What follows belongs to an exercise in optimizing a design on an open flow for a short achievable clock period and few clock cycles per item; a production flow would make more cautious choices. In this exercise RTL edits were held to simulation tests only and were not proved equivalent to the original. Power and IR drop assume default switching activity.

// motor_ui_core
module motor_ui_core (
    input  wire        clk,
    input  wire        rst,             
    input  wire        op_valid,
    input  wire [15:0] op_word,
    output wire        op_ready,
    output reg         done,
    output reg  [15:0] result,
    output reg         refused,
    output reg  [3:0]  col_drive,
    output reg  [13:0] duty_hb,
    output reg  [13:0] duty_boost,
    output reg  [13:0] duty_buck,
    output reg         pwm_out_en,
    output reg  [31:0] rpm,
    output reg         running,
    output reg         vth,
    output reg  [16:0] sp_volt,
    output reg  [16:0] sp_speed,
    output reg  [16:0] sp_max,
    output reg  [1:0]  cur_row,
    output reg  [2:0]  cur_col,
    output reg  [19:0] dig_buf,         
    output reg         digit_entered
);
    localparam [11:0] THRESH_RAW  = 12'd1229;
    localparam [13:0] DUTY_FULL   = 14'd10000;
    localparam [16:0] BATT_CV     = 17'd900;
    localparam [16:0] CEIL_CV     = 17'd2400;
    localparam RD = 19;
    localparam [3:0] PC_START = 4'd10;    
    localparam [1:0] DV_WAIT  = 2'd2;     
    reg        in_v;
    reg [15:0] in_w;
    reg        in_spd;         
    reg        in_abv;         
    reg        is_scan, is_ctrl, is_edge, is_pop, is_key, is_reset, is_legal;
    reg        k_digit, k_up, k_down, k_left, k_right, k_commit, k_star;
    reg        ready_q;
    assign op_ready = ready_q;
    wire accept = op_valid && ready_q && !rst;
    reg [127:0] hist;          
    reg [1:0]   scan_col;
    reg [3:0]   h_z, h_o;
    reg [9:0]   qslot0, qslot1;
    reg         qin, qout;
    reg         sp_state;
    reg [31:0]  elapsed;
    reg         e_sat;         
    reg [3:0]   pc_cnt;        
    reg [1:0]   dv_cnt;        
    reg         f_vlow, f_vmid, f_vhigh, f_max0;    
    wire [15:0] w        = in_w;
    wire        is_speed = in_spd;
    wire [7:0]  code     = w[7:0];
    wire [3:0] o_opc    = op_word[15:12];
    wire       o_scan   = (o_opc == 4'h1) && (op_word[11:4] == 8'd0);
    wire       o_speed  = (o_opc == 4'h2);
    wire       o_ctrl   = (o_opc == 4'h3) && (op_word[11:0] == 12'd0);
    wire       o_edge   = (o_opc == 4'h4) && (op_word[11:0] == 12'd0);
  ...
For scale: about 9600 cells after synthesis, ~2000 flip-flops, roughly 200 I/O pins, roughly 100000 µm² of cells after synthesis.
==> flow/config.mk <==
export PLATFORM = sky130hd
export DESIGN_NAME = motor_ui_core
export DESIGN_NICKNAME = motor_ui_core
export VERILOG_FILES = /design/flow/design.v
export SDC_FILE = /design/flow/constraint.sdc
export NUM_CORES = 4
export LEC_CHECK = 0
export ABC_CLOCK_PERIOD_IN_PS = 2500
export CAP_MARGIN = 20
export CORE_MARGIN = 2
export CORE_UTILIZATION = 40
export SLEW_MARGIN = 20
==> flow/constraint.sdc <==
create_clock -name core_clock -period 10.0 [get_ports {clk}]
set_input_delay 2.0000 -clock core_clock [delete_from_list [all_inputs] [get_ports {clk}]]
set_output_delay 2.0000 -clock core_clock [all_outputs]
set_load 0.01 [all_outputs]
standard.sh (not shown) runs the stock make flow with config.mk's settings and CLKGATE_MAP_FILE= SYNTH_SCRIPT=/design/flow/synth_recipe.tcl, a recipe that flattens the netlist after the stock synthesis.
==> flow/flow/run.sh <==
#!/bin/bash
# The standard layout (standard.sh: the standard flow's synthesis and ORFS flow, unchanged)
# with a tighter target for the setup repair: repair_timing works on every
# path with less than SETUP_SLACK_MARGIN ns of slack at the design's clock.
set -euo pipefail
export SETUP_SLACK_MARGIN=7.0
bash standard.sh > standard.log 2>&1
Testbench counts at the start, summed over its fixed seeds: cycles 24,326, ops 24,000.
Change:
--- a/flow/design.v
+++ b/flow/design.v
@@ -81,14 +81,15 @@
     reg [3:0]   h_z, h_o;
     reg [9:0]   qslot0, qslot1;
     reg         qin, qout;
     reg         sp_state;
     reg [31:0]  elapsed;
     reg         e_sat;         
     reg [3:0]   pc_cnt;        
+    reg [13:0]  pc_buck, pc_boost, pc_hb;
     reg [1:0]   dv_cnt;        
     reg         f_vlow, f_vmid, f_vhigh, f_max0;    
     wire [15:0] w        = in_w;
     wire        is_speed = in_spd;
     wire [7:0]  code     = w[7:0];
     wire [3:0] o_opc    = op_word[15:12];
     wire       o_scan   = (o_opc == 4'h1) && (op_word[11:4] == 8'd0);
@@ -423,16 +424,16 @@
             for (t = 2; t <= RD; t = t + 1) begin
                 rp_r[t]  <= rp_r_n[t];
                 rp_qn[t] <= rp_qn_n[t];
                 rp_d[t]  <= rp_d[t-1];
             end
         end
     end
-    reg  [24:0] pv_1, pv_2, pv_3, pv_4, pv_hi, pv_lo;
-    reg  [30:0] ps_1, ps_2, ps_3, ps_hi, ps_lo;
+    reg  [24:0] pv_hi, pv_lo, pv_k;
+    reg  [30:0] ps_hi, ps_lo;
     reg  [12:0] pa_r;
     reg  [13:0] pa_qn;
     reg  [12:0] pa_d;
     reg  [14:0] pa_d3;
     reg  [17:0] pb_r;
     reg  [13:0] pb_qn;
     reg  [17:0] pb_d;
@@ -446,51 +447,47 @@
         .r(pa_r), .qn(pa_qn), .d(pa_d), .d3(pa_d3), .r_o(pa_r_n), .qn_o(pa_qn_n)
     );
     rhu_div #(.RW(18), .QW(14)) u_pb (
         .r(pb_r), .qn(pb_qn), .d(pb_d), .d3(pb_d3), .r_o(pb_r_n), .qn_o(pb_qn_n)
     );
     wire [24:0] v25 = {8'd0, sp_volt};
     wire [30:0] s31 = {14'd0, sp_speed};
-    wire [13:0] pc_buck  = f_vlow ? pa_qn : f_vmid ? DUTY_FULL : 14'd0;
-    wire [13:0] pc_boost = f_vmid ? pa_qn : 14'd0;
-    wire [13:0] pc_hb    = (f_vhigh || f_max0) ? 14'd0 : (pb_ovf || pb_qn > DUTY_FULL) ? DUTY_FULL : pb_qn;
-    wire [24:0] pa_num = pv_hi + pv_lo;
+    wire [24:0] pa_num = pv_hi + pv_lo + pv_k;
     wire [30:0] pb_num = ps_hi + ps_lo;
     always @(posedge clk) begin
         if (pc_cnt == PC_START) begin
-            pv_1 <= (v25 << 14) + (v25 << 11);
-            pv_2 <= (v25 << 10) + (v25 << 9);
-            pv_3 <= (v25 << 5) + (f_vlow ? 25'd0 : v25);
-            pv_4 <= f_vlow ? 25'd900 : -25'd18000000;
-            ps_1 <= (s31 << 14) + (s31 << 11);
-            ps_2 <= (s31 << 10) + (s31 << 9);
-            ps_3 <= (s31 << 5) + {14'd0, sp_max};
+            pv_hi <= (v25 << 14) + (v25 << 11) + (v25 << 10);
+            pv_lo <= (v25 << 9) + (v25 << 5);
+            pv_k  <= f_vlow ? 25'd900 : v25 - 25'd18000000;
+            ps_hi <= (s31 << 14) + (s31 << 11) + (s31 << 10);
+            ps_lo <= (s31 << 9) + (s31 << 5) + {14'd0, sp_max};
         end
         if (pc_cnt == PC_START - 4'd1) begin
-            pv_hi <= pv_1 + pv_2;
-            pv_lo <= pv_3 + pv_4;
-            ps_hi <= ps_1 + ps_2;
-            ps_lo <= ps_3;
-        end
-        if (rst || (exec && is_reset)) begin
-            pa_qn  <= 14'd0;
-            pb_qn  <= 14'd0;
-            pb_ovf <= 1'b0;
-        end else if (pc_cnt == PC_START - 4'd2) begin
             pa_r  <= {2'd0, pa_num[24:14]};
             pa_qn <= pa_num[13:0];
             pa_d  <= f_vlow ? 13'd1800 : {sp_volt[11:0], 1'b0};
             pa_d3 <= f_vlow ? 15'd5400 : {2'd0, sp_volt[11:0], 1'b0} + {1'd0, sp_volt[11:0], 2'd0};
             pb_r  <= {1'b0, pb_num[30:14]};
             pb_qn <= pb_num[13:0];
             pb_d  <= {sp_max, 1'b0};
             pb_d3 <= {2'd0, sp_max, 1'b0} + {1'd0, sp_max, 2'd0};
-        end else if (pc_cnt != 4'd0 && pc_cnt < PC_START - 4'd2) begin
-            if (pc_cnt == PC_START - 4'd3)
+        end else if (pc_cnt > 4'd1 && pc_cnt < PC_START) begin
+            if (pc_cnt == PC_START - 4'd2)
                 pb_ovf <= (pb_r >= pb_d);
             pa_r  <= pa_r_n;
             pa_qn <= pa_qn_n;
             pb_r  <= pb_r_n;
             pb_qn <= pb_qn_n;
         end
     end
+    always @(posedge clk) begin
+        if (rst || (exec && is_reset)) begin
+            pc_buck  <= 14'd0;
+            pc_boost <= 14'd0;
+            pc_hb    <= 14'd0;
+        end else if (pc_cnt == 4'd1) begin
+            pc_buck  <= f_vlow ? pa_qn : f_vmid ? DUTY_FULL : 14'd0;
+            pc_boost <= f_vmid ? pa_qn : 14'd0;
+            pc_hb    <= (f_vhigh || f_max0) ? 14'd0 : (pb_ovf || pb_qn > DUTY_FULL) ? DUTY_FULL : pb_qn;
+        end
+    end
 endmodule
Outcome: The new run went through all stages and came out clean; area after synthesis decreases by about 2%; clock skew increases by 0.033 ns; final area decreases by 1.9%; fmax decreases by 6.8%; worst setup slack loses 0.25 ns; first-iteration DRC count increases by 0.96%; wire length increases by about 2%; power increases by 1.7%; die area decreases by 1.9%; critical path depth increases by 2.
Testbench counts after the change, summed over its fixed seeds: cycles 24,326, ops 24,000.

re-timing with driven ports:
The flow's constraints put no driver on any port. The routed layouts listed below were extracted and timed again, unchanged, in two steps.
Step 1 (the two cells are an assumption about what drives the block):
set clk [get_ports {clk}]
set_driving_cell -lib_cell sky130_fd_sc_hd__clkbuf_16 $clk
set_driving_cell -lib_cell sky130_fd_sc_hd__buf_2 [delete_from_list [all_inputs] $clk]
Step 2 adds t to the input delays and takes it off the output delays; t is the mean of the earliest and latest rising clock arrival at the registers after step 1. Input paths then give back, and output paths get back, about the clock's delay inside the block.
Slacks: no drivers / after step 1 / after step 2; pairs: no drivers / after step 1.
run | t (ns) | slack for setup (ns) | worst slew at a driven data input, ns
the first run | 0.924 | 6.544 / 6.494 / 6.171 | 0.09
the second run | 0.933 | 6.290 / 6.290 / 6.156 | 0.04
After both steps every run listed still meets setup and hold. For the first run, which loses most, drivers alone change the setup slack by -0.050 ns; drivers and shift together by -0.373 ns.
